Source: an optimization exercise on an open RTL-to-GDS flow (aim: small area, a short achievable clock period and few clock cycles). Production flows keep margins and buffers that such runs may drop. At most, simulation tests tie the RTL to the original design; equivalence was not proved. No activity file was given, so power comes from the tool's default toggle rates.

raven:
## mcp23x17_seq
module mcp23x17_seq (
    input  wire        clk,
    input  wire        rst,             
    input  wire [7:0]   cfg_mode,       
    input  wire [11:0]  cfg_opcode,     
    input  wire [3:0]   cfg_bank,       
    input  wire [287:0] cfg_porta,      
    input  wire [255:0] cfg_portb,      
    input  wire [3:0]   cmd_valid,
    input  wire [63:0]  cmd_word,
    output wire [3:0]   cmd_ready,
    output wire [31:0]  ctx_status,     
    output wire [31:0]  rsp_data,       
    output wire [15:0]  fault_status,
    output wire [7:0]   fault_ctx,
    output wire [7:0]   fault_dev,
    output wire         escalate,
    output reg  [3:0]   cs,
    input  wire         spi_busy,
    output wire         spi_req,
    output wire [23:0]  spi_tx,
    input  wire         spi_ack,
    input  wire [23:0]  spi_rx,
    input  wire [1:0]   spi_st,
    output wire         i2c_req,
    output wire         i2c_rnw,
    output wire [1:0]   i2c_len,
    output wire [7:0]   i2c_sla,
    output wire [23:0]  i2c_wdata,
    input  wire         i2c_ack,
    input  wire [1:0]   i2c_st,
    input  wire [7:0]   i2c_rdata
);
    localparam [1:0] CMD_INIT  = 2'd0,
                     CMD_READ  = 2'd1,
                     CMD_WRITE = 2'd2;
    localparam [1:0] MODE_SPI = 2'd1,
                     MODE_I2C = 2'd2;
    localparam [4:0] INIT_LAST = 5'd23;
    function is_illegal(input [15:0] w);
        reg lo, hi, gt;
        begin
            lo = |w[7:0];                          
            hi = |w[12:8];                         
            gt = w[11] & (w[10] | (w[9] & w[8]));  
            is_illegal = w[13] | (w[15] & w[14]) | gt |
                         (~w[15] & lo) | (~w[15] & ~w[14] & hi);
        end
    endfunction
    function [3:0] eight_reg(input [2:0] k);
        case (k)
            3'd0: eight_reg = 4'd0;    
            3'd1: eight_reg = 4'd1;    
            3'd2: eight_reg = 4'd2;    
            3'd3: eight_reg = 4'd3;    
            3'd4: eight_reg = 4'd4;    
  ...
clock: 10.0 ns
lec_check: 0
cap_margin: 20
core_area: 5 5 325 325
cts_buf_list: sky130_fd_sc_hd__clkbuf_8
die_area: 0 0 330 330
slew_margin: 20
standard.sh (not shown) runs the stock make flow with config.mk's settings and CLKGATE_MAP_FILE= SYNTH_SCRIPT=/design/flow/synth_recipe.tcl, a recipe that flattens the netlist after the stock synthesis.
==> flow/flow/run.sh <==
#!/bin/bash
set -euo pipefail
bash standard.sh "BUFFER_PORTS_ARGS=-buffer_cell sky130_fd_sc_hd__buf_1" \
  SETUP_SLACK_MARGIN=6.5 finish > standard.log 2>&1
raven closes out successfully: all stages finished, all timing, DRC and antenna checks passed.
The following lists how tundra was set up differently from raven:
--- a/flow/design.v
+++ b/flow/design.v
@@ -190,27 +190,21 @@
             f = r[0] ? 2'd0 : r[1] ? 2'd1 : r[2] ? 2'd2 : 2'd3;
             case ({x, f})
                 4'b0000: rr_pick = 2'd1; 4'b0001: rr_pick = 2'd2; 4'b0010: rr_pick = 2'd3; 4'b0011: rr_pick = 2'd0;
                 4'b0100: rr_pick = 2'd2; 4'b0101: rr_pick = 2'd3; 4'b0110: rr_pick = 2'd0; 4'b0111: rr_pick = 2'd1;
                 4'b1000: rr_pick = 2'd3; 4'b1001: rr_pick = 2'd0; 4'b1010: rr_pick = 2'd1; 4'b1011: rr_pick = 2'd2;
                 4'b1100: rr_pick = 2'd0; 4'b1101: rr_pick = 2'd1; 4'b1110: rr_pick = 2'd2; default: rr_pick = 2'd3;
             endcase
         end
     endfunction
-    reg  [1:0] nq;
-    reg        nq_v;
-    wire [3:0] gnt = {nq == 2'd3, nq == 2'd2, nq == 2'd1, nq == 2'd0} & {4{nq_v}};
-    wire [3:0] pend2 = pend & ~gnt;
-    wire [1:0] nx_go = nq_v ? rr_pick(nq, pend2) : rr_pick(own, pend);
-    wire       nv_go = nq_v ? |pend2 : |pend;
-    wire [1:0] nx_hold = rr_pick(own, pend);
-    wire       nv_hold = |pend;
-    wire       nx_valid = nq_v;
+    wire [1:0] nx       = rr_pick(own, pend);
+    wire       nx_valid = |pend;
+    wire [3:0] gnt      = {nx == 2'd3, nx == 2'd2, nx == 2'd1, nx == 2'd0} & {4{nx_valid}};
     reg        n_spi, n_rw, n_pulse;
     reg [2:0]  n_op;
     reg [4:0]  n_addr;
     reg [7:0]  n_data;
     integer    q;
     always @(*) begin
         n_spi = 1'b0; n_rw = 1'b0; n_pulse = 1'b0;
         n_op = 3'd0; n_addr = 5'd0; n_data = 8'd0;
         for (q = 0; q < 4; q = q + 1) begin
@@ -279,22 +273,20 @@
         o_spi_req    <= x_sreq && !new_flt && !flt_valid;
         o_i2c_req    <= (x_iw || x_ir) && !new_flt && !flt_valid;
         o_i2c_rnw    <= x_ir;
         o_i2c_len[1] <= !x_ir;
         o_i2c_len[0] <= x_ir || !x_rw;
         if (spi_ackd)
             f_data <= spi_rx[7:0];
         if (i2c_ackd && s_ir)
             f_data <= i2c_rdata;
-        nq   <= go ? nx_go : nx_hold;
-        nq_v <= go ? nv_go : nv_hold;
         if (go) begin
-            own    <= nx_valid ? nq : own;
+            own    <= nx_valid ? nx : own;
             f_op   <= n_op;
             f_rw   <= n_rw;
             f_addr <= n_addr;
             f_data <= n_data;
             cs     <= {4{n_spi && nx_valid}} & gnt;
         end
         busy <= busy_n;
         rdy  <= ~busy_n & {4{upd}};
         if (new_flt && !flt_valid) begin
@@ -321,19 +313,18 @@
             cs        <= 4'd0;
             s_pre     <= 1'b0;
             s_sreq    <= 1'b0;
             s_post    <= 1'b0;
             s_pulse   <= 1'b0;
             s_iw      <= 1'b0;
             s_ir      <= 1'b0;
             s_fin     <= 1'b0;
             own       <= 2'd0;
-            nq_v      <= 1'b0;
             o_spi_req <= 1'b0;
             o_i2c_req <= 1'b0;
         end
     end
     wire [7:0] f_ctrl = {4'b0100, f_op, f_rw};
     assign spi_req   = o_spi_req;
     assign spi_tx    = {f_ctrl, 3'b000, f_addr, f_data};
     assign i2c_req   = o_i2c_req;
     assign i2c_rnw   = o_i2c_rnw;
Findings:
tundra reached the end of the flow, and the finished layout is clean on the timing, DRC and antenna checks. Between raven and tundra, the clock network fraction of total power is higher for raven. Delta (tundra minus raven): area share of fa/ha/maj cells after synthesis was more or less identical, cell count went down by 0.43%. tundra against raven: time the final worst path needs with I/O delays and setup saw a decrease, via count saw an increase. Number of detailed-route iterations in the first pass delta for tundra relative to raven: 2 lower. Compared with raven, in tundra combinational power share moved up, smallest setup slack after layout increased by 610 ps relative to the old numbers, wire length of the first global-routing pass has increased.
Testbench counts of tundra, summed over its fixed seeds: cycles 8,296.
For raven, only the layout was checked, not whether the RTL still works.

[afterwards: timing with drivers on the ports]
No port has a modelled driver above. Below, the same layouts with a new extraction and two added sets of constraints.
Step 1 assumes that a clkbuf_16 drives the clock port and a buf_2 every other input.
Step 2 moves the port delays by t, midway between the first and last clock arrival at a register: inputs arrive t later, outputs are due t later. That takes back most of the time a late clock gives input paths.
Three values: no drivers, after step 1, after step 2; two values: the first two.
| run | t, ns | setup slack, ns | latest minus earliest clock arrival (ns) | worst slew at a driven data input, ns |
|---|---|---|---|---|
| raven | 0.582 | 5.687 / 5.697 / 5.115 | 0.034 / 0.034 | 0.18 |
| tundra | 0.583 | 6.301 / 6.322 / 5.740 | 0.025 / 0.025 | 0.25 |
After both steps setup and hold are still met in every run listed. The setup slack of raven, which loses most, moves by +0.010 ns with the drivers and by -0.572 ns with both steps.
